This design comes from an exercise in tuning for small area, a short achievable clock period and few clock cycles on the open sky130 flow, not from production work. RTL that was checked went through simulation tests only; none was proved equivalent to the original. The RTL of run 1 was laid out without a check of its function. Power figures rest on the tool's default switching activity, not on a simulated workload.

File: design.v
module tsd_core #(
    parameter MEM_LIMIT = 32,           
    parameter INIT_CAPACITY = 4         
) (
    input  wire        clk,
    input  wire        rst,             
    input  wire        cmd_valid,
    output wire        cmd_ready,
    input  wire [31:0] cmd_data,
    output wire        rsp_valid,
    input  wire        rsp_ready,
    output wire [31:0] rsp_data,
    output wire        rsp_last,
    output wire        halted,
    output wire [31:0] halt_word
);
    localparam [7:0] OP_FPUSH  = 8'h10, OP_FPUSHN = 8'h11, OP_FPOP   = 8'h12,
                     OP_FPOPU  = 8'h13, OP_FPULL  = 8'h14, OP_FPULLU = 8'h15,
                     OP_FFIND  = 8'h16, OP_FNORM  = 8'h17, OP_FSIZE  = 8'h18,
                     OP_FCAP   = 8'h19, OP_FEMPTY = 8'h1A,
                     OP_CRC8   = 8'h20, OP_MKRD   = 8'h21, OP_MKWR   = 8'h22,
                     OP_PARSE  = 8'h23;
    localparam [1:0] F_ALLOC = 2'd1, F_ILLEGAL = 2'd2, F_BADUNIT = 2'd3;
    localparam [2:0] K_CODE  = 3'd0,    
                     K_C8    = 3'd1,    
                     K_MKRD  = 3'd2,    
                     K_MKWR  = 3'd3,    
                     K_PARSE = 3'd4,    
                     K_PULL  = 3'd5,    
                     K_PULLU = 3'd6;    
    function [7:0] crc8_byte(input [7:0] crc_in, input [7:0] b_in);
        integer k;
        reg [7:0] c, b;
        begin
            c = crc_in;
            b = b_in;
            for (k = 0; k < 8; k = k + 1) begin
                if (c[7] ^ b[0])
                    c = {c[6:0], 1'b0} ^ 8'h07;
                else
                    c = {c[6:0], 1'b0};
                b = b >> 1;
            end
            crc8_byte = c;
        end
    endfunction
    function [4:0] first_one(input [31:0] v);
        integer k;
        begin
            first_one = 5'd0;
            for (k = 31; k >= 0; k = k - 1)
                if (v[k]) first_one = k[4:0];
        end
    endfunction
    reg        r_v;
    reg [31:0] r_d;
    reg        r_ill;       
    reg        r_zero;      
    reg        r_bad;       
    reg        r_badunit;   
    reg        r_fnorm;
    reg        r_z24, r_z16, r_z8;
    reg [31:0] r_eq;        
    wire [7:0]  i_opc  = cmd_data[31:24];
    wire [7:0]  i_unit = cmd_data[23:16];
    wire [15:0] i_imm  = cmd_data[15:0];
    reg        i_known;
    reg [31:0] i_mask;
    reg        i_zero;
    always @(*) begin
        i_known = 1'b1;
        i_mask  = 32'hFFFFFFFF;
        i_zero  = 1'b0;
        case (i_opc)
            OP_FPUSH:  i_mask = 32'hFF00FFFF;
            OP_FPUSHN: begin i_mask = 32'hFF000000; i_zero = (i_imm == 16'd0); end
            OP_FPOP:   begin i_mask = 32'hFF000000; i_zero = 1'b1; end
            OP_FPOPU:  i_mask = 32'hFF00FFFF;
            OP_FPULL:  begin i_mask = 32'hFF000000; i_zero = 1'b1; end
            OP_FPULLU: i_mask = 32'hFF007FFF;
            OP_FFIND:  i_mask = 32'hFF00FFFF;
            OP_FNORM:  begin i_mask = 32'hFF00FFFF; i_zero = 1'b1; end
            OP_FSIZE:  begin i_mask = 32'hFF00FFFF; i_zero = 1'b1; end
            OP_FCAP:   begin i_mask = 32'hFF00FFFF; i_zero = 1'b1; end
            OP_FEMPTY: begin i_mask = 32'hFF00FFFF; i_zero = 1'b1; end
            OP_CRC8:   begin i_mask = 32'hFFFF0000; i_zero = (i_imm == 16'd0); end
            OP_MKRD:   begin i_mask = 32'hFFFF0080; i_zero = 1'b1; end
            OP_MKWR:   i_mask = 32'hFFFF0080;
            OP_PARSE:  i_mask = 32'hFFFFFFFF;
            default:   i_known = 1'b0;
        endcase
    end
    wire i_mismatch = (cmd_data[23:0] & i_mask[23:0]) != 24'd0;
    wire i_crcbad   = (i_opc == OP_CRC8) && (i_imm == 16'd0 || i_imm[15:8] != 8'd0);
    wire i_unitbad  = (i_opc[7:4] == 4'h1) && (i_unit != 8'd0);
    reg [31:0] mem [0:31];              
    reg [4:0]  ph, pt;                  
    reg [5:0]  sz;                      
    reg [5:0]  lt;                      
    reg [5:0]  cap;                     
    reg        cap_hi;                  
    wire [31:0] th_ph = (32'd1 << ph) - 32'd1;           
    wire [31:0] th_pt = (32'd1 << pt) - 32'd1;           
    wire [31:0] live  = (sz == 6'd0)  ? 32'd0 :
                        (ph < pt)     ? (~th_ph & th_pt) : (~th_ph | th_pt);
    wire [31:0] i_eq;
    genvar gi;
    generate
        for (gi = 0; gi < 32; gi = gi + 1) begin : g_eq
            assign i_eq[gi] = live[gi] && (mem[gi] == cmd_data);
        end
    endgenerate
    reg        st_ops;                  
    reg [7:0]  c_opc, c_unit;           
    reg        c_rbit;                  
    reg [14:0] c_devreg;                
    reg [1:0]  c_nmod;                  
    reg [15:0] ops_left;
    reg        ops_one;                 
    reg        ops_two;                 
    reg [1:0]  pend_fault;
    reg        realloc;
    reg [7:0]  crc_acc;
    reg [7:0]  crc_rem;                 
    reg        fault_wait;              
    reg        halt_r;
    reg [1:0]  fcode;
    reg [31:0] bp;                      
    reg        bp_busy;
    localparam WD = 2;
    reg        w_fail [0:WD-1];
    reg [2:0]  w_kind [0:WD-1];
    reg [14:0] w_q    [0:WD-1];
    reg [7:0]  w_c    [0:WD-1];
    reg        w_head, w_tail;
    reg [1:0]  w_cnt;
    reg [2:0]  a_kind;
    reg [14:0] a_q;                     
    reg [7:0]  a_c;
    reg        a_more, a_w1, a_w2;
    reg        ob_v, ob_last;
    reg [31:0] ob;
    reg        danger;                  
    wire [7:0]  h_opc  = r_d[31:24];
    wire [15:0] h_imm  = r_d[15:0];
    reg         c_push, c_crc, c_mkwr, c_parse, c_ffind, c_fpopu, c_fpullu;
    wire        r_last  = st_ops ? ops_one : r_zero;
    wire [5:0]  cap_div5 = cap / 6'd5;
    wire        lh_zero  = (lt == sz);
    wire        norm_cmp = ({sz, 2'b00} + {2'b00, sz}) < {cap, 2'b00};    
    wire        norm_fail = !lh_zero && !norm_cmp && (cap >= 6'd28);
    wire        pad_bad = (c_nmod == 2'd1 && !r_z24) || (c_nmod == 2'd2 && !r_z16) ||
                          (c_nmod == 2'd3 && !r_z8);
    wire        r_fault_last = st_ops ? (ops_one && (pend_fault != 2'd0 || (c_crc && pad_bad)))
                                      : (r_ill || (r_zero && r_bad) || (r_fnorm && norm_fail));
    wire        r_fault_rdy  = st_ops ? (ops_one && (pend_fault != 2'd0 || (c_crc && pad_bad)))
                                      : (r_ill || (r_zero && r_bad) || (r_fnorm && cap_hi));
    wire        w_full = (w_cnt == WD);
    wire        stall = (w_full && r_last) ||
                        (st_ops && c_push && pend_fault == 2'd0 && danger) ||
                        (st_ops && pend_fault == 2'd0 && bp_busy &&
                         (c_mkwr || (c_parse && ops_two)));
    assign cmd_ready = !fault_wait && !(r_v && (stall || r_fault_rdy));
    wire        eng = r_v && !stall && !fault_wait;     
    wire [5:0]  h_n6    = (h_opc == OP_FPUSH) ? 6'd1 : h_imm[5:0];
    wire        h_nbig  = (h_opc != OP_FPUSH) && (h_imm[15:6] != 10'd0);
    wire [6:0]  tail_rm = {1'b0, cap} - {1'b0, lt};
    wire [6:0]  free_rm = {1'b0, cap} - {1'b0, sz};
    wire [6:0]  live_n  = {1'b0, sz} + {1'b0, h_n6};
    wire        push_tail    = tail_rm >= {1'b0, h_n6};
    wire        push_compact = (free_rm >= {1'b0, h_n6}) &&
                               (({live_n, 2'b00} + {2'b00, live_n}) < {2'b00, cap, 2'b00});
    wire [5:0]  grow_k   = (h_n6 > cap_div5) ? h_n6 : cap_div5;
    wire [6:0]  grow_cap = {1'b0, cap} + {1'b0, grow_k};
    wire        grow_bad = h_nbig || (grow_cap > 7'd32);
    wire [31:0] ge_ph  = ~((32'd1 << ph) - 32'd1);
    wire [31:0] eq_hi  = r_eq & ge_ph;
    wire [4:0]  s_pos  = (|eq_hi) ? first_one(eq_hi) : first_one(r_eq);
    wire [4:0]  s_off  = s_pos - ph;
    wire        s_hit  = |r_eq;
    wire [5:0]  s_k    = {1'b0, s_off} + 6'd1;
    wire [4:0]  s_szn  = pt - s_pos - 5'd1;      
    wire        mk_hdr = !st_ops && (h_opc == OP_MKRD || h_opc == OP_MKWR);
    wire [7:0]  f_in   = mk_hdr ? 8'h6F : (st_ops ? crc_acc : 8'h00);    
    wire [7:0]  f_b0   = mk_hdr ? 8'h00 : r_d[31:24];
    wire [7:0]  f_b1   = mk_hdr ? 8'h00 : r_d[23:16];
    wire [7:0]  f_b2   = r_d[15:8];
    wire [7:0]  f_b3   = mk_hdr ? {r_d[6:0], h_opc == OP_MKWR} : r_d[7:0];
    wire [7:0]  f_1    = crc8_byte(f_in, f_b0);
    wire [7:0]  f_2    = crc8_byte(f_1, f_b1);
    wire [7:0]  f_3    = crc8_byte(f_2, f_b2);
    wire [7:0]  f_4    = crc8_byte(f_3, f_b3);
    wire [7:0]  crc_w  = (crc_rem >= 8'd4) ? f_4 :
                         (crc_rem == 8'd3) ? f_3 :
                         (crc_rem == 8'd2) ? f_2 :
                         (crc_rem == 8'd1) ? f_1 : crc_acc;
    reg        nd_v, nd_fail;
    reg [2:0]  nd_kind;
    reg [14:0] nd_q;
    reg [7:0]  nd_c;
    always @(*) begin
        nd_v    = 1'b0;
        nd_fail = 1'b0;
        nd_kind = K_CODE;
        nd_q    = 15'd0;
        nd_c    = 8'd0;
        if (eng && !r_fault_last) begin
            if (!st_ops) begin
                case (h_opc)
                OP_FPUSH, OP_FPUSHN: if (h_n6 == 6'd0 && !h_nbig) begin
                    nd_v = 1'b1; nd_kind = K_C8;
                end
                OP_FPOP: begin
                    nd_v = 1'b1; nd_fail = ({10'd0, sz} < h_imm);
                end
                OP_FPULL: begin
                    nd_v = 1'b1;
                    if ({9'd0, sz} < {1'b0, h_imm[14:0]}) nd_fail = 1'b1;
                    else begin nd_kind = K_PULL; nd_q = {4'd0, ph, h_imm[5:0]}; end
                end
                OP_FNORM: begin
                    nd_v = 1'b1; nd_kind = K_C8;
                    nd_c = {7'd0, !lh_zero && !norm_cmp};
                end
                OP_FSIZE:  begin nd_v = 1'b1; nd_kind = K_C8; nd_c = {2'd0, sz}; end
                OP_FCAP:   begin nd_v = 1'b1; nd_kind = K_C8; nd_c = {2'd0, cap}; end
                OP_FEMPTY: begin nd_v = 1'b1; nd_kind = K_C8; nd_c = {7'd0, sz == 6'd0}; end
                OP_MKRD:   begin nd_v = 1'b1; nd_kind = K_MKRD; nd_q = {r_d[15:8], r_d[6:0]}; nd_c = f_4; end
                default: ;
                endcase
            end else if (ops_one && pend_fault == 2'd0) begin
                if (c_push) begin
                    nd_v = 1'b1; nd_kind = K_C8; nd_c = {7'd0, realloc};
                end else if (c_crc) begin
                    nd_v = 1'b1; nd_kind = K_C8; nd_c = crc_w;
                end else if (c_mkwr) begin
                    nd_v = 1'b1; nd_kind = K_MKWR; nd_q = c_devreg; nd_c = f_4;
                end else if (c_parse) begin
                    nd_v = 1'b1; nd_kind = K_PARSE; nd_c = {7'd0, f_3 == r_d[7:0]};
                end else if (c_ffind) begin
                    nd_v = 1'b1; nd_kind = K_C8; nd_c = {2'd0, s_hit ? {1'b0, s_off} : sz};
                end else if (c_fpopu) begin
                    nd_v = 1'b1; nd_fail = !s_hit;
                end else begin                                 
                    nd_v = 1'b1;
                    if (!s_hit) nd_fail = 1'b1;
                    else begin nd_kind = K_PULLU; nd_q = {4'd0, ph, s_k}; nd_c = {2'd0, s_k}; end
                end
            end
        end
    end
    wire        adv     = !ob_v || rsp_ready;
    wire        from_w  = adv && !a_more && (w_cnt != 2'd0);
    wire        bypass  = adv && !a_more && (w_cnt == 2'd0) && nd_v;
    wire        w_push  = nd_v && !bypass;
    wire        l_fail = from_w ? w_fail[w_head] : nd_fail;
    wire [2:0]  l_kind = from_w ? w_kind[w_head] : nd_kind;
    wire [14:0] l_q    = from_w ? w_q[w_head]    : nd_q;
    wire [7:0]  l_c    = from_w ? w_c[w_head]    : nd_c;
    wire        l_w1   = (l_kind != K_CODE) && (l_kind != K_PULL);
    wire        l_more = (l_kind != K_CODE) && !(l_kind == K_PULL && l_q[5:0] == 6'd0);
    wire [4:0]  a_ptr = a_q[10:6];
    wire [5:0]  a_cnt = a_q[5:0];
    reg  [31:0] a_word;
    reg         a_wlast;
    always @(*) begin
        if (a_w1) begin
            case (a_kind)
            K_MKRD:  a_word = {8'h50, a_q, 1'b0, a_c};
            K_MKWR:  a_word = {8'h50, a_q, 1'b1, bp[31:24]};
            default: a_word = {24'd0, a_c};
            endcase
            a_wlast = (a_kind == K_C8) || (a_kind == K_MKRD);
        end else if (a_w2) begin
            a_word  = (a_kind == K_MKWR) ? {bp[23:0], a_c} : bp;
            a_wlast = 1'b1;
        end else begin
            a_word  = mem[a_ptr];
            a_wlast = (a_cnt == 6'd1);
        end
    end
    function in_region(input [4:0] x, input [4:0] p, input [5:0] n);
        reg [4:0] d;
        begin
            d = x - p;
            in_region = {1'b0, d} < n;
        end
    endfunction
    wire a_stream = a_more && (a_kind == K_PULL || a_kind == K_PULLU);
    wire w0_stream = (w_cnt != 2'd0) && (w_kind[w_head] == K_PULL || w_kind[w_head] == K_PULLU);
    wire w1_stream = (w_cnt == 2'd2) && (w_kind[~w_head] == K_PULL || w_kind[~w_head] == K_PULLU);
    wire [4:0] pt1 = pt + 5'd1;
    wire danger_next =
        (a_stream  && (in_region(pt, a_ptr, a_cnt) || in_region(pt1, a_ptr, a_cnt))) ||
        (w0_stream && (in_region(pt, w_q[w_head][10:6], w_q[w_head][5:0]) ||
                       in_region(pt1, w_q[w_head][10:6], w_q[w_head][5:0]))) ||
        (w1_stream && (in_region(pt, w_q[~w_head][10:6], w_q[~w_head][5:0]) ||
                       in_region(pt1, w_q[~w_head][10:6], w_q[~w_head][5:0])));
    assign rsp_valid = ob_v;
    assign rsp_data  = ob;
    assign rsp_last  = ob_last;
    assign halted    = halt_r;
    assign halt_word = {halt_r ? 8'hEE : 8'h00,
                        halt_r ? c_opc : 8'h00,
                        halt_r ? c_unit : 8'h00,
                        6'd0, fcode};
    wire mem_we = eng && st_ops && c_push && pend_fault == 2'd0;
    always @(posedge clk) begin
        if (mem_we) mem[pt] <= r_d;
    end
    always @(posedge clk) begin
        if (rst) begin
            r_v <= 1'b0;
        end else if (cmd_ready) begin
            r_v <= cmd_valid;
        end else if (eng) begin
            r_v <= 1'b0;
        end
        if (cmd_ready && cmd_valid) begin
            r_d       <= cmd_data;
            r_ill     <= !i_known || i_opc[7];
            r_zero    <= i_zero;
            r_bad     <= i_mismatch || i_crcbad || i_unitbad;
            r_badunit <= !i_mismatch && !i_crcbad;
            r_fnorm   <= (i_opc == OP_FNORM);
            r_z24     <= (cmd_data[23:0] == 24'd0);
            r_z16     <= (cmd_data[15:0] == 16'd0);
            r_z8      <= (cmd_data[7:0] == 8'd0);
            r_eq      <= i_eq;
        end
    end
    always @(posedge clk) begin
        if (rst) begin
            st_ops     <= 1'b0;
            ph         <= 5'd0;
            pt         <= 5'd0;
            sz         <= 6'd0;
            lt         <= 6'd0;
            cap        <= INIT_CAPACITY[5:0];
            cap_hi     <= 1'b0;
            fault_wait <= 1'b0;
            halt_r     <= 1'b0;
            fcode      <= 2'd0;
            bp_busy    <= 1'b0;
            c_opc      <= 8'd0;
            c_unit     <= 8'd0;
            pend_fault <= 2'd0;
            ops_one    <= 1'b0;
            ops_two    <= 1'b0;
        end else begin
            if (fault_wait && !ob_v && !a_more && w_cnt == 2'd0)
                halt_r <= 1'b1;
            if (eng) begin
                if (!st_ops) begin
                    c_opc    <= h_opc;
                    c_push   <= (h_opc == OP_FPUSH) || (h_opc == OP_FPUSHN);
                    c_crc    <= (h_opc == OP_CRC8);
                    c_mkwr   <= (h_opc == OP_MKWR);
                    c_parse  <= (h_opc == OP_PARSE);
                    c_ffind  <= (h_opc == OP_FFIND);
                    c_fpopu  <= (h_opc == OP_FPOPU);
                    c_fpullu <= (h_opc == OP_FPULLU);
                    c_unit   <= r_d[23:16];
                    c_rbit   <= h_imm[15];
                    c_devreg <= {r_d[15:8], r_d[6:0]};
                    c_nmod   <= h_imm[1:0];
                    realloc  <= 1'b0;
                    crc_acc  <= (h_opc == OP_MKWR) ? f_4 : 8'd0;
                    crc_rem  <= (h_opc == OP_CRC8) ? (h_imm[7:0] - 8'd1) : 8'd4;
                    pend_fault <= 2'd0;
                    if (r_ill) begin
                        fault_wait <= 1'b1; fcode <= F_ILLEGAL;
                    end else if (r_bad) begin
                        if (r_zero) begin
                            fault_wait <= 1'b1; fcode <= r_badunit ? F_BADUNIT : F_ILLEGAL;
                        end else begin
                            pend_fault <= r_badunit ? F_BADUNIT : F_ILLEGAL;
                        end
                    end else if (r_fnorm && norm_fail) begin
                        fault_wait <= 1'b1; fcode <= F_ALLOC;
                    end else begin
                        case (h_opc)
                        OP_FPUSH, OP_FPUSHN: begin
                            if (h_n6 != 6'd0 || h_nbig) begin
                                if (push_tail && !h_nbig) begin
                                    lt <= lt + h_n6;
                                end else if (push_compact && !h_nbig) begin
                                    lt <= live_n[5:0];
                                end else if (grow_bad) begin
                                    pend_fault <= F_ALLOC;
                                end else begin
                                    realloc <= 1'b1;
                                    cap     <= grow_cap[5:0];
                                    cap_hi  <= grow_cap[5:0] >= 6'd28;
                                    lt      <= live_n[5:0];
                                end
                            end
                        end
                        OP_FPOP: if (!nd_fail) begin
                            ph <= ph + h_imm[4:0];
                            sz <= sz - h_imm[5:0];
                        end
                        OP_FPULL: if (!nd_fail && h_imm[15]) begin
                            ph <= ph + h_imm[4:0];
                            sz <= sz - h_imm[5:0];
                        end
                        OP_FNORM: if (!lh_zero) begin
                            lt <= sz;
                            if (!norm_cmp) begin
                                cap    <= cap + cap_div5;
                                cap_hi <= (cap + cap_div5) >= 6'd28;
                            end
                        end
                        default: ;
                        endcase
                    end
                    if (!r_ill && !r_zero) begin
                        st_ops <= 1'b1;
                        case (h_opc)
                        OP_FPUSHN: ops_left <= h_imm;
                        OP_CRC8:   ops_left <= {2'b00, h_imm[15:2]} + {15'd0, h_imm[1:0] != 2'd0};
                        OP_PARSE:  ops_left <= 16'd2;
                        default:   ops_left <= 16'd1;
                        endcase
                        ops_one <= (h_opc == OP_FPUSHN) ? (h_imm == 16'd1) :
                                   (h_opc == OP_CRC8)   ? (h_imm[15:2] == 14'd0 || h_imm == 16'd4) :
                                   (h_opc != OP_PARSE);
                        ops_two <= (h_opc == OP_FPUSHN) ? (h_imm == 16'd2) :
                                   (h_opc == OP_CRC8)   ? (h_imm[15:3] == 13'd0 && h_imm[2:0] != 3'd0 && h_imm[2]) || h_imm == 16'd8 :
                                   (h_opc == OP_PARSE);
                    end
                end else begin
                    ops_left <= ops_left - 16'd1;
                    ops_one  <= ops_two;
                    ops_two  <= (ops_left == 16'd3);
                    if (ops_one) st_ops <= 1'b0;
                    if (pend_fault == 2'd0) begin
                        if (c_push) begin
                            pt <= pt + 5'd1;
                            sz <= sz + 6'd1;
                        end
                        if (c_crc || c_mkwr || c_parse) begin
                            crc_acc <= (c_parse && ops_one) ? f_3 : crc_w;
                            crc_rem <= (crc_rem >= 8'd4) ? crc_rem - 8'd4 : 8'd0;
                        end
                        if (c_mkwr) begin
                            bp <= r_d; bp_busy <= 1'b1;
                        end
                        if (c_parse) begin
                            if (ops_two) begin bp[31:24] <= r_d[7:0]; bp_busy <= 1'b1; end
                            else bp[23:0] <= r_d[31:8];
                        end
                        if (ops_one && (c_fpopu || (c_fpullu && c_rbit)) && s_hit) begin
                            ph <= s_pos + 5'd1;
                            sz <= {1'b0, s_szn};
                        end
                    end
                    if (ops_one && r_fault_last) begin
                        fault_wait <= 1'b1;
                        fcode      <= (pend_fault != 2'd0) ? pend_fault : F_ILLEGAL;
                    end
                end
            end
            if (adv && a_more && !a_w1 && a_w2)
                bp_busy <= 1'b0;
        end
    end
    always @(posedge clk) begin
        if (rst) begin
            w_head <= 1'b0;
            w_tail <= 1'b0;
            w_cnt  <= 2'd0;
            ob_v   <= 1'b0;
            ob_last <= 1'b0;
            a_more <= 1'b0;
            a_w1   <= 1'b0;
            a_w2   <= 1'b0;
            danger <= 1'b0;
        end else begin
            danger <= danger_next;
            if (w_push) begin
                w_fail[w_tail] <= nd_fail;
                w_kind[w_tail] <= nd_kind;
                w_q[w_tail]    <= nd_q;
                w_c[w_tail]    <= nd_c;
                w_tail         <= ~w_tail;
            end
            if (from_w) w_head <= ~w_head;
            w_cnt <= w_cnt + {1'b0, w_push} - {1'b0, from_w};
            if (adv) begin
                if (a_more) begin
                    ob      <= a_word;
                    ob_last <= a_wlast;
                    ob_v    <= 1'b1;
                    if (a_w1) begin
                        a_w1   <= 1'b0;
                        a_more <= !a_wlast;
                    end else if (a_w2) begin
                        a_w2   <= 1'b0;
                        a_more <= 1'b0;
                    end else begin
                        a_q[10:6] <= a_ptr + 5'd1;
                        a_q[5:0]  <= a_cnt - 6'd1;
                        a_more    <= !a_wlast;
                    end
                end else if (from_w || bypass) begin
                    ob      <= {31'd0, l_fail};
                    ob_last <= !l_more;
                    ob_v    <= 1'b1;
                    a_kind  <= l_kind;
                    a_q     <= l_q;
                    a_c     <= l_c;
                    a_more  <= l_more;
                    a_w1    <= l_w1;
                    a_w2    <= (l_kind == K_MKWR) || (l_kind == K_PARSE);
                end else begin
                    ob_v    <= 1'b0;
                end
            end
        end
    end
endmodule
File: run.sh
#!/bin/bash
# synth_recipe.tcl (not shown) runs the flow's synth.tcl, then flattens the netlist and writes it again
# the make line also repeats each setting of config.mk as NAME=value (left out here)
make -C /OpenROAD-flow-scripts/flow DESIGN_CONFIG=/design/flow/config.mk WORK_HOME=/design/flow/orfs CLKGATE_MAP_FILE= SYNTH_SCRIPT=/design/flow/synth_recipe.tcl finish
File: config.mk
export PLATFORM = sky130hd
export DESIGN_NAME = tsd_core
export DESIGN_NICKNAME = tsd_core
export VERILOG_FILES = /design/flow/design.v
export SDC_FILE = /design/flow/constraint.sdc
export NUM_CORES = 4
export LEC_CHECK = 0
export CAP_MARGIN = 20
export CORE_MARGIN = 2
export CORE_UTILIZATION = 40
export SETUP_SLACK_MARGIN = 5
export SLEW_MARGIN = 20
File: constraint.sdc
create_clock -name core_clock -period 12.0 [get_ports {clk}]
set_input_delay 2.4000 -clock core_clock [delete_from_list [all_inputs] [get_ports {clk}]]
set_output_delay 2.4000 -clock core_clock [all_outputs]
set_load 0.01 [all_outputs]
==> run_results.csv, run 1 <==
group,metric,value,unit
global_routing,antenna_found_initial,34,
die,dieArea,199000,um^2
critical_path,crit_path_start,"cap[4]$_SDFFE_PP0P_",
synthesis,yosysSeqAreaShare,51.5,%
synthesis,yosysUniqueCellTypes,91,
drt,avgRoutedWirePerCell,36.0,um
drt,viasPerCell,6.37,
finish,syn2layout_area_growth,13.5,%
die,dieWidth,447,um
critical_path,critPathMaxStageDelay,440,ps
critical_path,crit_slowest_cell,"or3b_4",
synthesis,synth_xor_area_share,14.9,%
cts,clock_latency,880,ps
critical_path,r2r_start,"cap[4]$_SDFFE_PP0P_",
drt,route.detailed.drc,0,
drt,firstDrtPassIters,8,
cts,cts_buffers,155,
finish,fillers,17373,
synthesis,synth_seq_cells,1367,
critical_path,worst_ep_required_time,12650,ps
finish,nets,6536,
drt,ant_nets,0,
sta,report.final.slew_viol_count,0,
cts,cts_num_sinks,1367,
drt,drtIter0Drc,9652,
die,core,195000,um^2
sta,setup_tns,0,ps
cts,clk_pin_slew,60,ps
sta,fin_skew,86.3,ps
sta,layout_min_cycle_time,7130,ps
critical_path,cp.arrival,7780,ps
pwr,p_per_area,190,nW/um^2
synthesis,syn_area,78400,um^2
die,start_util,40.2,%
sta,maxSlewHeadroom,18.2,%
critical_path,crit_path_end_kind,"register",
global_routing,grt_pass1_wl,446000,um
die,rows,162,
hold_path,hp-class,"register to register",
cts,clockRootBuffer,"clkbuf_16",
synthesis,async_flop_share,0,%
cts,htreeDepth,4,
global_routing,grtUsageTotal,32.3,%
synthesis,synth-simple-area-share,9.39,%
global_routing,grt-ovfl-total,0,
global_routing,first_global_vias,54707,
drt,num_vias,57769,
critical_path,cp_top_family,"compound AO/OA/AOI/OAI gates",
critical_path,crit_path_start_kind,"register",
sta,rsz0062_at_grt,"yes",
cts,cts_buffer_depth,3,
synthesis,synthCells,6233,
run,cap_violations,0,
die,pin_count,104,
pwr,peakVddDrop,0.000219,V
placed_design,portBuffers,95,
cts,cts_tree,"yes",
critical_path,crit_top_cell,"ha_4",
synthesis,synthAdderAreaFrac,3.29,%
drt,wirelength,327000,um
hold_path,holdCritStartpoint,"c_opc[4]$_SDFFE_PP0P_",
critical_path,crit_path_max_fanout,6,
sta,period_share,59.4,%
synthesis,avgSynthCellArea,12.6,um^2
sta,setup_viol,0,
synthesis,synth_enable_flop_cells,1295,
global_routing,grt_max_degree,92,
synthesis,ys_warn_count,1,
critical_path,critical_path_buf_inv_count,7,
sta,fmax,140,MHz
sta,tightestPinTransition,1220,ps
placed_design,routabilityCongestion,0.985,
synthesis,synth_compound_area_share,7.33,%
die,die_h,447,um
pwr,total_power,16.9,mW
synthesis,synth_ff_type,"edfxtp_1",
sta,whs,450,ps
sta,hold_violations,0,
pwr,p_leak,29.5,nW
critical_path,worstSetupPathType,"register to register",
finish,utilization,45.7,%
synthesis,synth_top_family_by_area,"XOR/XNOR gates",
outcome,status,"complete, no violations",
placed_design,hpwl,231000,um
finish,layout-drive-gt1-share,15.6,%
synthesis,synth_mux_area_share,10.8,%
## power breakdown
part	internal (mW)	total [mW]	leakage [nW]	switching, mW
registers	5.43	5.65	12.3	0.216
clock network	2.69	4.86	2.46	2.17
logic	2.34	6.43	14.7	4.09
total	10.5	16.9	29.5	6.48
## Yosys cell counts (43+ instances only)
library cell | count | area (um^2)
xor2_1 | 527 | 4620
clkbuf_1 | 309 | 1160
nand3_1 | 84 | 420
dfxtp_1 | 72 | 1440
a211oi_1 | 68 | 510
mux2i_1 | 90 | 901
edfxtp_1 | 1295 | 38900
nor2_1 | 296 | 1110
xnor2_1 | 735 | 6440
ha_1 | 169 | 2110
and2_1 | 43 | 269
inv_1 | 147 | 552
nand2_1 | 391 | 1470
nor2b_1 | 45 | 282
a21o_1 | 63 | 473
buf_1 | 88 | 330
nand4_1 | 190 | 1190
a21oi_1 | 237 | 1190
nor3_1 | 74 | 370
o21ai_0 | 230 | 1150
mux4_2 | 320 | 7210
nor4_1 | 191 | 1190
## repair_timing
action | CTS | global route
cloned | 1 | 0
setup buffers | 28 | 13
hold buffers | 0 | 0
resized for setup | 32 | 29
endpoints found under the hold margin | 0 | 0
pin swaps | 22 | 25
setup endpoints to repair | 33 | 27
## state kept, by name, indices dropped and copies added, names as in the netlist, 16 cells and up, named ones only
signal,count
w_q,30
r_d,32
ob,32
ops_left,16
w_c,16
r_eq,32
mem,1024
bp,32
## tightest hold or removal path: stages, from the launching register on
cell     delay [ps]
dfxtp_1         300
nand2_1          50
a21oi_1          50
## layer usage
metal	track usage [%]	routed length [um]	part of all wire (%)
met5	1.10	135	0.041
met4	17.6	21100	6.5
met3	9.25	42800	13
met2	46.9	139000	43
met1	43.3	124000	38
## area by class of cell
type                       count  area (um^2)  share of cell area, %
sequential                  1367        40400                   45.4
clock inverter               109         1150                   1.29
antenna                        9         22.5                 0.0253
clock buffer                 175         3960                   4.46
multi-input combinational   4305        36500                   41.1
tap                         2624         3280                   3.69
timing repair buffer         330         3010                   3.39
inverter                     154          598                  0.672
## cells by family (layout without fill, tap and decap cells)
group	Yosys count	after routing
other	1	17
buffers and inverters	569	768
DFF	1367	1367
adders and majority gates	197	197
xor gates and xnor gates	1289	1289
and+or+nand+nor	1463	1464
AOI/OAI and AO/OA	904	904
muxes	443	443
## layout by cell type (no fill, tap or decap), drive strengths merged, types with 84 or more instances in the layout
master	count
a21oi	237
buf	267
clkbuf	176
clkinv	86
edfxtp	1295
ha	169
inv	153
mux2i	91
mux4	320
nand2	391
nand3	84
nand4	190
nor2	296
nor4	191
o21ai	233
xnor2	737
xor2	527
## path summary, 6_finish.rpt
kind / slack (ps) / cells past startpoint / end
max: 4870 / 43 / cap[2]$_SDFFE_PP1P_
min: 450 / 2 / c_opc[4]$_SDFFE_PP0P_
max reg2reg: 4870 / 43 / cap[2]$_SDFFE_PP1P_
min reg2reg: 450 / 2 / c_opc[4]$_SDFFE_PP0P_
## per-stage QoR
step	instance area [um^2]	setup WS, ps	cells
after floorplan	78600	4890	6240
after global placement	82600	4050	8711
after detailed placement	82900	3970	8723
after CTS	88300	4920	9036
after global routing	88900	4440	9066
final	88900	4870	9073
==> run 2: changes to the inputs <==
--- a/design.v
+++ b/design.v
@@ -61,5 +61,4 @@
     reg        r_fnorm;
     reg        r_z24, r_z16, r_z8;
-    reg [31:0] r_eq;        
     wire [7:0]  i_opc  = cmd_data[31:24];
     wire [7:0]  i_unit = cmd_data[23:16];
@@ -99,16 +98,4 @@
     reg [5:0]  lt;                      
     reg [5:0]  cap;                     
-    reg        cap_hi;                  
-    wire [31:0] th_ph = (32'd1 << ph) - 32'd1;           
-    wire [31:0] th_pt = (32'd1 << pt) - 32'd1;           
-    wire [31:0] live  = (sz == 6'd0)  ? 32'd0 :
-                        (ph < pt)     ? (~th_ph & th_pt) : (~th_ph | th_pt);
-    wire [31:0] i_eq;
-    genvar gi;
-    generate
-        for (gi = 0; gi < 32; gi = gi + 1) begin : g_eq
-            assign i_eq[gi] = live[gi] && (mem[gi] == cmd_data);
-        end
-    endgenerate
     reg        st_ops;                  
     reg [7:0]  c_opc, c_unit;           
@@ -144,5 +131,8 @@
     wire [7:0]  h_opc  = r_d[31:24];
     wire [15:0] h_imm  = r_d[15:0];
-    reg         c_push, c_crc, c_mkwr, c_parse, c_ffind, c_fpopu, c_fpullu;
+    wire        c_push  = (c_opc == OP_FPUSH) || (c_opc == OP_FPUSHN);
+    wire        c_crc   = (c_opc == OP_CRC8);
+    wire        c_mkwr  = (c_opc == OP_MKWR);
+    wire        c_parse = (c_opc == OP_PARSE);
     wire        r_last  = st_ops ? ops_one : r_zero;
     wire [5:0]  cap_div5 = cap / 6'd5;
@@ -154,6 +144,4 @@
     wire        r_fault_last = st_ops ? (ops_one && (pend_fault != 2'd0 || (c_crc && pad_bad)))
                                       : (r_ill || (r_zero && r_bad) || (r_fnorm && norm_fail));
-    wire        r_fault_rdy  = st_ops ? (ops_one && (pend_fault != 2'd0 || (c_crc && pad_bad)))
-                                      : (r_ill || (r_zero && r_bad) || (r_fnorm && cap_hi));
     wire        w_full = (w_cnt == WD);
     wire        stall = (w_full && r_last) ||
@@ -161,5 +149,5 @@
                         (st_ops && pend_fault == 2'd0 && bp_busy &&
                          (c_mkwr || (c_parse && ops_two)));
-    assign cmd_ready = !fault_wait && !(r_v && (stall || r_fault_rdy));
+    assign cmd_ready = !fault_wait && !(r_v && (stall || r_fault_last));
     wire        eng = r_v && !stall && !fault_wait;     
     wire [5:0]  h_n6    = (h_opc == OP_FPUSH) ? 6'd1 : h_imm[5:0];
@@ -174,11 +162,17 @@
     wire [6:0]  grow_cap = {1'b0, cap} + {1'b0, grow_k};
     wire        grow_bad = h_nbig || (grow_cap > 7'd32);
+    wire [31:0] eq;
+    genvar gi;
+    generate
+        for (gi = 0; gi < 32; gi = gi + 1) begin : g_eq
+            assign eq[gi] = (mem[gi] == r_d);
+        end
+    endgenerate
     wire [31:0] ge_ph  = ~((32'd1 << ph) - 32'd1);
-    wire [31:0] eq_hi  = r_eq & ge_ph;
-    wire [4:0]  s_pos  = (|eq_hi) ? first_one(eq_hi) : first_one(r_eq);
+    wire [31:0] eq_hi  = eq & ge_ph;
+    wire [4:0]  s_pos  = (|eq_hi) ? first_one(eq_hi) : first_one(eq);
     wire [4:0]  s_off  = s_pos - ph;
-    wire        s_hit  = |r_eq;
+    wire        s_hit  = (|eq) && ({1'b0, s_off} < sz);
     wire [5:0]  s_k    = {1'b0, s_off} + 6'd1;
-    wire [4:0]  s_szn  = pt - s_pos - 5'd1;      
     wire        mk_hdr = !st_ops && (h_opc == OP_MKRD || h_opc == OP_MKWR);
     wire [7:0]  f_in   = mk_hdr ? 8'h6F : (st_ops ? crc_acc : 8'h00);    
@@ -238,7 +232,7 @@
                 end else if (c_parse) begin
                     nd_v = 1'b1; nd_kind = K_PARSE; nd_c = {7'd0, f_3 == r_d[7:0]};
-                end else if (c_ffind) begin
+                end else if (c_opc == OP_FFIND) begin
                     nd_v = 1'b1; nd_kind = K_C8; nd_c = {2'd0, s_hit ? {1'b0, s_off} : sz};
-                end else if (c_fpopu) begin
+                end else if (c_opc == OP_FPOPU) begin
                     nd_v = 1'b1; nd_fail = !s_hit;
                 end else begin                                 
@@ -314,6 +308,4 @@
         end else if (cmd_ready) begin
             r_v <= cmd_valid;
-        end else if (eng) begin
-            r_v <= 1'b0;
         end
         if (cmd_ready && cmd_valid) begin
@@ -327,5 +319,4 @@
             r_z16     <= (cmd_data[15:0] == 16'd0);
             r_z8      <= (cmd_data[7:0] == 8'd0);
-            r_eq      <= i_eq;
         end
     end
@@ -338,5 +329,4 @@
             lt         <= 6'd0;
             cap        <= INIT_CAPACITY[5:0];
-            cap_hi     <= 1'b0;
             fault_wait <= 1'b0;
             halt_r     <= 1'b0;
@@ -354,11 +344,4 @@
                 if (!st_ops) begin
                     c_opc    <= h_opc;
-                    c_push   <= (h_opc == OP_FPUSH) || (h_opc == OP_FPUSHN);
-                    c_crc    <= (h_opc == OP_CRC8);
-                    c_mkwr   <= (h_opc == OP_MKWR);
-                    c_parse  <= (h_opc == OP_PARSE);
-                    c_ffind  <= (h_opc == OP_FFIND);
-                    c_fpopu  <= (h_opc == OP_FPOPU);
-                    c_fpullu <= (h_opc == OP_FPULLU);
                     c_unit   <= r_d[23:16];
                     c_rbit   <= h_imm[15];
@@ -392,5 +375,4 @@
                                     realloc <= 1'b1;
                                     cap     <= grow_cap[5:0];
-                                    cap_hi  <= grow_cap[5:0] >= 6'd28;
                                     lt      <= live_n[5:0];
                                 end
@@ -407,8 +389,5 @@
                         OP_FNORM: if (!lh_zero) begin
                             lt <= sz;
-                            if (!norm_cmp) begin
-                                cap    <= cap + cap_div5;
-                                cap_hi <= (cap + cap_div5) >= 6'd28;
-                            end
+                            if (!norm_cmp) cap <= cap + cap_div5;
                         end
                         default: ;
@@ -451,7 +430,7 @@
                             else bp[23:0] <= r_d[31:8];
                         end
-                        if (ops_one && (c_fpopu || (c_fpullu && c_rbit)) && s_hit) begin
-                            ph <= s_pos + 5'd1;
-                            sz <= {1'b0, s_szn};
+                        if (ops_one && (c_opc == OP_FPOPU || (c_opc == OP_FPULLU && c_rbit)) && s_hit) begin
+                            ph <= ph + s_k[4:0];
+                            sz <= sz - s_k;
                         end
                     end
--- a/config.mk
+++ b/config.mk
@@ -9,4 +9,3 @@
 export CORE_MARGIN = 2
 export CORE_UTILIZATION = 40
-export SETUP_SLACK_MARGIN = 5
 export SLEW_MARGIN = 20
==> run 2 against run 1 <==
Against the previous run: still clean on timing, DRC and antenna; maximum frequency shrank 30%; worst setup slack lost 3000 ps; area after synthesis shrank 3.2%; first-iteration DRC count shrank 22%; die area shrank 3.2%; sequential power shrank 3%; critical path depth shrank 10; clock power shrank 7.6%; highest routed layer unchanged.
==> run_results.csv, run 2 <==
group,metric,value,unit
sta,period_share,84.4,%
synthesis,yosysSeqAreaShare,51.6,%
pwr,p_per_area,184,nW/um^2
critical_path,crit_path_max_fanout,28,
die,rows,159,
placed_design,portBuffers,95,
sta,layout_min_cycle_time,10120,ps
drt,firstDrtPassIters,5,
die,dieWidth,439,um
synthesis,async_flop_share,0,%
placed_design,dp.cells,8245,
pwr,peakVddDrop,0.000176,V
synthesis,synth_mux_area_share,11.2,%
cts,cts_tree,"yes",
synthesis,synth_most_common_cell,"edfxtp_1",
critical_path,cp_top_family,"simple AND/OR/NAND/NOR gates",
synthesis,ys_warn_count,1,
cts,htreeDepth,4,
drt,avgRoutedWirePerCell,32.8,um
synthesis,synth_seq_cells,1327,
cts,post_cts_buffers,0,
cts,clk_pin_slew,60,ps
finish,syn2layout_area_growth,12.5,%
sta,hold_violations,0,
synthesis,yosysTopAreaCellShare,49.7,%
drt,ant_nets,0,
critical_path,crit_slowest_cell,"dfxtp_1",
synthesis,synth_xor_area_share,15.2,%
die,start_util,40.3,%
synthesis,synth_top_family_by_area,"XOR/XNOR gates",
hold_path,hp-class,"register to register",
critical_path,crit_top_cell,"a21o_1",
synthesis,synth_ff_type,"edfxtp_1",
finish,top_register,"mem",
critical_path,r2r_end,"sz[5]$_SDFFE_PP0P_",
critical_path,r2r_cells,33,
drt,drtIter0Drc,7498,
drt,wirelength,280000,um
pwr,p_leak,27.6,nW
die,pin_count,104,
die,dieArea,193000,um^2
run,cap_violations,0,
die,die_h,439,um
synthesis,synth.top_cells.by_count,"edfxtp_1, xnor2_1, nand2_1, mux4_2, xor2_1",
synthesis,synthCells,5853,
global_routing,grtUsageTotal,28.5,%
critical_path,r2r_start,"ph[0]$_SDFFE_PP0P_",
global_routing,first_global_vias,49806,
critical_path,r2r_slack,1880,ps
cts,ctsResizeCount,0,
synthesis,synth-simple-area-share,9.22,%
finish,multi_input_area,34700,um^2
finish,area.sequential,39200,um^2
synthesis,yosysTopAreaCell,"edfxtp_1",
sta,setup_viol,0,
synthesis,avgSynthCellArea,13.0,um^2
global_routing,grt-ovfl-total,0,
cts,cts_buffer_depth,3,
synthesis,yosysUniqueCellTypes,111,
placed_design,hpwl,202000,um
cts,postCtsHoldBufs,0,
synthesis,synthAdderAreaFrac,3.13,%
critical_path,cp.arrival,10840,ps
critical_path,crit_path_end_kind,"register",
global_routing,grt_pass1_wl,390000,um
sta,report.final.slew_viol_count,0,
critical_path,crit_path_start,"ph[0]$_SDFFE_PP0P_",
finish,final_common_cell,"edfxtp_1",
critical_path,worstSetupPathType,"register to register",
finish,layout-drive-gt1-share,14.3,%
synthesis,synth_compound_area_share,6.49,%
sta,rsz0062_at_grt,"no",
die,core,188000,um^2
cts,cts_num_sinks,1327,
synthesis,syn_area,75900,um^2
critical_path,cp.depth,33,
drt,num_vias,52405,
sta,fin_skew,71.6,ps
finish,final_cells,8527,
finish,fillers,16861,
critical_path,critPathCapture,"sz[5]$_SDFFE_PP0P_",
sta,setup_tns,0,ps
drt,viasPerCell,6.15,
critical_path,crit_path_start_kind,"register",
sta,maxSlewHeadroom,21.2,%
critical_path,critPathMaxStageDelay,870,ps
synthesis,synth_enable_flop_cells,1256,
critical_path,worst_ep_required_time,12720,ps
finish,final_cell_mix,"edfxtp_1, xnor2_1, nand2_1, mux4_2, xor2_1",
cts,cts_buffers,147,
global_routing,antenna_found_initial,22,
cts,clock_latency,830,ps
finish,largest_reg_flops,1024,
critical_path,critical_path_buf_inv_count,2,
global_routing,grt_max_degree,96,
sta,tightestPinTransition,1170,ps
placed_design,routabilityCongestion,0.993,
outcome,status,"complete, no violations",
sta,fmax,98.8,MHz
drt,route.detailed.drc,0,
cts,clockRootBuffer,"clkbuf_16",
finish,nets,6123,
synthesis,synth.area.top_cells,"edfxtp_1, xnor2_1, mux4_2, xor2_1, ha_1",
-- run 2: changes by cell type after synthesis, sizes merged, moves of 31 or more --
cell,previous run,this run
edfxtp,1295,1256
clkbuf,309,181
buf,106,200
nand4,190,230
o21ai,233,190
xor2,527,297
xnor2,737,945
nor4,191,131
a21oi,237,206
-- run 2: cell families (layout without fill, tap and decap cells) --
family | count (synthesis) | after routing
other | 1 | 19
DFF | 1327 | 1327
buffers and inverters | 503 | 664
xor gates and xnor gates | 1265 | 1265
and+or+nand+nor | 1371 | 1371
AOI/OAI and AO/OA | 763 | 763
adders and majority gates | 180 | 180
muxes | 443 | 443
-- run 2: final cells by class --
type / instances / share of cell area, %
flip-flops and latches: 1327 / 45.9
multi-input cells: 4030 / 40.7
clock buffers: 183 / 4.52
repair buffers: 280 / 3.68
well taps: 2495 / 3.66
clock inverters: 79 / 0.970
inverters: 122 / 0.537
diodes: 11 / 0.0323
-- run 2: power breakdown --
part	internal, mW	switching [mW]	leakage, nW
registers	5.24	0.257	12.0
clock network	2.50	1.99	2.26
logic	2.26	3.47	13.3
-- run 2: routing by layer --
metal | share of wire, % | GRT usage [%] | routed length, um | vias to the layer above
li1 | - | - | - | 22068
met1 | 39 | 38.8 | 110000 | 26740
met2 | 45 | 43.5 | 127000 | 3055
met3 | 10 | 6.15 | 28400 | 530
met4 | 5.3 | 12.9 | 14800 | 12
met5 | 0.041 | 0 | 116 | -
-- run 2: worst min-delay path by stage --
stage	startpoint	end	slack, ps	cells past startpoint
after floorplan	c_unit[0]$_SDFFE_PP0P_	c_unit[0]$_SDFFE_PP0P_	430	2
after global placement	c_unit[7]$_SDFFE_PP0P_	c_unit[7]$_SDFFE_PP0P_	440	2
after detailed placement	c_unit[7]$_SDFFE_PP0P_	c_unit[7]$_SDFFE_PP0P_	450	2
after CTS	c_unit[7]$_SDFFE_PP0P_	c_unit[7]$_SDFFE_PP0P_	460	2
after global routing	c_unit[1]$_SDFFE_PP0P_	c_unit[1]$_SDFFE_PP0P_	480	2
final	c_unit[7]$_SDFFE_PP0P_	c_unit[7]$_SDFFE_PP0P_	460	2
-- run 2: worst min-delay path, stage by stage, from the launching register on --
cell,delay [ps]
dfxtp_1,310
nand2_1,50
a21oi_1,50
-- run 2: through the flow --
step	utilization (%)	total power [mW]	area (um^2)	hold slack, ps	worst slack, ps
after global placement	42.4	11.2	79800	441	2390
after CTS	45.2	15.6	85100	457	2230
after floorplan	-	8.95	75900	432	3730
after detailed placement	42.7	11.2	80400	449	2300
final	45.3	15.7	85300	457	1880
after global routing	45.3	16.1	85300	481	1490
Testbench counts of run 2, summed over its fixed seeds: cycles 9,543.

static timing again, ports no longer ideal:
In the flow no input, the clock included, has a driving cell. The finished layouts below were timed again as built, in two steps.
Step 1: set_driving_cell puts a clkbuf_16 on clk and a buf_2 on each other input, an assumption about the parent block.
Step 2, shift: input delay + t, output delay - t, t = (earliest + latest rising clock arrival at the registers) / 2. This alone moves slack from input paths to output paths.
Slacks: ideal / step 1 / step 2; pairs: ideal / step 1.
| run | t (ns) | setup WS [ns] | worst setup path after step 2 | clock arrival spread, ns | worst slew at a driven data input, ns |
|---|---|---|---|---|---|
| run 1 | 0.928 | 4.874 / 4.874 / 4.874 | register to register | 0.087 / 0.087 | 0.04 |
| run 2 | 0.879 | 1.878 / 1.878 / 1.878 | register to register | 0.075 / 0.075 | 0.05 |
After both steps setup and hold are still met in every run listed.
